Context: an optimization exercise on an open-source flow, tuned for small area, a short achievable clock period and few clock cycles per item. The choices shown serve that exercise and are no tape-out recipe. Function was checked by simulation only, so behaviour that the tests miss may differ from the original. Power figures rest on the tool's default switching activity, not on a simulated workload.

== run A ==
## popcount_unit
module popcount_unit (
    input  wire         clk,
    input  wire         rst,         
    input  wire         in_valid,
    input  wire [1:0]   op,          
    input  wire [127:0] operand,
    output reg          out_valid,
    output reg  [7:0]   result,
    output reg          valid,
    output reg          illegal,
    output reg  [2:0]   strategy
);
    wire fs1;
    wire fc2;
    wire fs3;
    wire fc4;
    wire fs5;
    wire fc6;
    wire fs7;
    wire fc8;
    wire fs9;
    wire fc10;
    wire fs11;
    wire fc12;
    wire fs13;
    wire fc14;
    wire fs15;
    wire fc16;
    wire fs17;
    wire fc18;
    wire fs19;
    wire fc20;
    wire fs21;
    wire fc22;
    wire fs23;
    wire fc24;
    wire fs25;
    wire fc26;
    wire fs27;
    wire fc28;
    wire fs29;
    wire fc30;
    wire fs31;
    wire fc32;
    wire fs33;
    wire fc34;
    wire fs35;
    wire fc36;
    wire fs37;
    wire fc38;
    wire fs39;
    wire fc40;
    wire fs41;
    wire fc42;
    wire fs43;
    wire fc44;
    wire fs45;
    wire fc46;
    wire fs47;
    wire fc48;
    wire fs49;
    wire fc50;
    wire fs51;
    wire fc52;
    wire fs53;
    wire fc54;
    wire fs55;
    wire fc56;
    wire fs57;
    wire fc58;
    wire fs59;
    wire fc60;
    wire fs61;
    wire fc62;
    wire fs63;
    wire fc64;
    wire fs65;
    wire fc66;
    wire fs67;
    wire fc68;
    wire fs69;
    wire fc70;
    wire fs71;
    wire fc72;
    wire fs73;
    wire fc74;
    wire fs75;
    wire fc76;
    wire fs77;
    wire fc78;
    wire fs79;
    wire fc80;
    wire fs81;
    wire fc82;
    wire fs83;
    wire fc84;
    wire fs85;
    wire fc86;
    wire fs87;
    wire fc88;
    wire fs89;
    wire fc90;
    wire fs91;
    wire fc92;
    wire fs93;
    wire fc94;
    wire fs95;
    wire fc96;
    wire fs97;
    wire fc98;
    wire fs99;
    wire fc100;
    wire fs101;
    wire fc102;
    wire fs103;
    wire fc104;
    wire fs105;
    wire fc106;
    wire fs107;
    wire fc108;
    wire fs109;
    wire fc110;
    wire fs111;
    wire fc112;
    wire fs113;
    wire fc114;
    wire fs115;
    wire fc116;
    wire fs117;
    wire fc118;
    wire fs119;
    wire fc120;
    wire fs121;
  ...
For scale: about 690 cells after synthesis, ~56 flip-flops, ~150 I/O pins, about 6900 µm² of cells after synthesis.
==> flow/config.mk <==
export PLATFORM = sky130hd
export DESIGN_NAME = popcount_unit
export DESIGN_NICKNAME = popcount_unit
export VERILOG_FILES = /design/flow/design.v
export SDC_FILE = /design/flow/constraint.sdc
export NUM_CORES = 4
export LEC_CHECK = 0
export CAP_MARGIN = 20
export CORE_MARGIN = 2
export CORE_UTILIZATION = 60
export SETUP_SLACK_MARGIN = 3.5
export SLEW_MARGIN = 20
export SYNTH_HIERARCHICAL = 1
export SYNTH_MINIMUM_KEEP_SIZE = 0
==> flow/constraint.sdc <==
create_clock -name core_clock -period 7.0 [get_ports {clk}]
set_input_delay 1.4000 -clock core_clock [delete_from_list [all_inputs] [get_ports {clk}]]
set_output_delay 1.4000 -clock core_clock [all_outputs]
set_load 0.01 [all_outputs]
run.sh (not shown) runs the stock make flow with config.mk's settings and CLKGATE_MAP_FILE= SYNTH_SCRIPT=/design/flow/synth_recipe.tcl, a recipe that flattens the netlist after the stock synthesis.
Run A finished all stages; the layout is clean.
Testbench counts of run A, summed over its fixed seeds: cycles 4,008, items 4,000.
Setup changes, run A to run B
# run A
export LEC_CHECK = 0
export CAP_MARGIN = 20
export CORE_MARGIN = 2
export CORE_UTILIZATION = 60
export SETUP_SLACK_MARGIN = 3.5
export SLEW_MARGIN = 20
export SYNTH_HIERARCHICAL = 1
export SYNTH_MINIMUM_KEEP_SIZE = 0
create_clock -name core_clock -period 7.0 [get_ports {clk}]
# run B
export LEC_CHECK = 0
export CAP_MARGIN = 20
export CORE_MARGIN = 2
export CORE_UTILIZATION = 60
export SETUP_SLACK_MARGIN = 3.7
export SLEW_MARGIN = 20
export SYNTH_HIERARCHICAL = 1
export SYNTH_MINIMUM_KEEP_SIZE = 0
create_clock -name core_clock -period 7.0 [get_ports {clk}]
==> comparison <==
The worst-margin pin slew in run B was higher than what run A gave.
The library cell contributing the largest single delay on the critical path comes out sky130_fd_sc_hd__fa_2 in one run and sky130_fd_sc_hd__fa_1 in the other, namely in run B and run A respectively.
Cell area: run B > run A
Summary of run B over run A: maximum operating frequency up about 2%; final worst-path cycle share lost 1.0 points; routed wire length now larger; worst setup slack moved up; global-route usage over all layers went up 0.28 points.
Aggregate negative setup slack: run A vs run B identical
The worst setup slack before clock tree synthesis in run B sits 0.0069 ns below the value recorded for run A.
Max placed cell area across run B and run A: run B
Higher HPWL after detailed placement among run B and run A: run A

========
05-15:
Starting RTL as in the previous note.
==> flow/config.mk <==
export PLATFORM = sky130hd
export DESIGN_NAME = popcount_unit
export DESIGN_NICKNAME = popcount_unit
export VERILOG_FILES = /design/flow/design.v
export SDC_FILE = /design/flow/constraint.sdc
export NUM_CORES = 4
export LEC_CHECK = 0
export CAP_MARGIN = 20
export CORE_MARGIN = 2
export CORE_UTILIZATION = 60
export SETUP_SLACK_MARGIN = 4.5
export SLEW_MARGIN = 20
export SYNTH_HIERARCHICAL = 1
export SYNTH_MINIMUM_KEEP_SIZE = 0
==> flow/constraint.sdc <==
create_clock -name core_clock -period 7.0 [get_ports {clk}]
set_input_delay 1.4000 -clock core_clock [delete_from_list [all_inputs] [get_ports {clk}]]
set_output_delay 1.4000 -clock core_clock [all_outputs]
set_load 0.01 [all_outputs]
Testbench counts of 05-15, summed over its fixed seeds: cycles 4,008, items 4,000.
Changes in 11-26 relative to 05-15:
# 05-15
export LEC_CHECK = 0
export CAP_MARGIN = 20
export CORE_MARGIN = 2
export CORE_UTILIZATION = 60
export SETUP_SLACK_MARGIN = 4.5
export SLEW_MARGIN = 20
export SYNTH_HIERARCHICAL = 1
export SYNTH_MINIMUM_KEEP_SIZE = 0
create_clock -name core_clock -period 7.0 [get_ports {clk}]
# 11-26
export LEC_CHECK = 0
export CAP_MARGIN = 20
export CORE_MARGIN = 2
export CORE_UTILIZATION = 60
export SETUP_SLACK_MARGIN = 3.6
export SLEW_MARGIN = 20
export SYNTH_HIERARCHICAL = 1
export SYNTH_MINIMUM_KEEP_SIZE = 0
create_clock -name core_clock -period 7.0 [get_ports {clk}]
==> flow/flow/run.sh (new file) <==
#!/bin/bash
# Layout flow: the standard layout (standard.sh, all ORFS steps from
# synthesis to finish), with the input and output port buffers placed as
# sky130_fd_sc_hd__buf_1 cells instead of the cell buffer_ports picks by
# itself. Each step's full log stays under orfs/logs/; the output of make
# goes to flow_make.log in this folder.
set -euo pipefail
export BUFFER_PORTS_ARGS="-buffer_cell sky130_fd_sc_hd__buf_1"
bash standard.sh > flow_make.log 2>&1
==> flow/standard.sh (new file) <==
#!/bin/bash
# synth_recipe.tcl (not shown) runs the flow's synth.tcl, then flattens the netlist and writes it again
# the make line also repeats each setting of config.mk as NAME=value (left out here)
make -C /OpenROAD-flow-scripts/flow DESIGN_CONFIG=/design/flow/config.mk WORK_HOME=/design/flow/orfs CLKGATE_MAP_FILE= SYNTH_SCRIPT=/design/flow/synth_recipe.tcl "${@:-finish}"
removed: flow/run.sh
Findings:
Delta (11-26 minus 05-15): combinational gate power lower; power lower; register cell area after layout lower.

========
oak:
popcount_unit again, from the RTL that the note above started with.
clock: 7.0 ns
lec_check: 0
cap_margin: 20
core_margin: 2
core_utilization: 60
setup_slack_margin: 4.0
slew_margin: 20
synth_hierarchical: 1
synth_minimum_keep_size: 0
Stock flow here: none of the scripts above is used.
Testbench counts of oak, summed over its fixed seeds: cycles 4,008, items 4,000.
For pine, these inputs were changed with respect to oak:
- a change of SETUP_SLACK_MARGIN from 4.0 to 3.6
## What came out
Diff oak -> pine: worst endpoint data arrival time went down by 0.03 ns, net switching component of the power went down by about 9%, level count of the clock H-tree was more or less identical.
Cell area after placement of pine falls short of that of oak slightly.
pine: done, clean on timing, DRC and antenna
In the metrics for pine and oak, the one carrying the higher wire length of the first global-routing pass is oak.

[static timing again, ports no longer ideal]
The results above use ideal ports. As a check the final layouts listed here were re-extracted and re-timed, cells and wires unchanged.
Step 1 assumes that a clkbuf_16 drives the clock port and a buf_2 every other input.
Step 2 adds t to the input delays and takes it off the output delays; t is the mean of the earliest and latest rising clock arrival at the registers after step 1. Input paths then give back, and output paths get back, about the clock's delay inside the block.
Slacks: no drivers / after step 1 / after step 2; pairs: no drivers / after step 1.
| run | shift t [ns] | setup WS [ns] | latest minus earliest clock arrival (ns) | pins driven straight from the clock port |
|---|---|---|---|---|
| run A | 0.325 | 3.489 / 3.499 / 3.174 | 0.004 / 0.004 | 1 |
| run B | 0.325 | 3.559 / 3.554 / 3.230 | 0.006 / 0.007 | 1 |
| 05-15 | 0.326 | 3.503 / 3.469 / 3.183 | 0.005 / 0.005 | 1 |
| 11-26 | 0.326 | 3.571 / 3.547 / 3.247 | 0.007 / 0.006 | 1 |
| oak | 0.328 | 3.564 / 3.559 / 3.231 | 0.007 / 0.007 | 1 |
| pine | 0.321 | 3.589 / 3.559 / 3.271 | 0.008 / 0.008 | 1 |
After both steps setup and hold are still met in every run listed. The setup slack of oak, which loses most, moves by -0.005 ns with the drivers and by -0.333 ns with both steps.
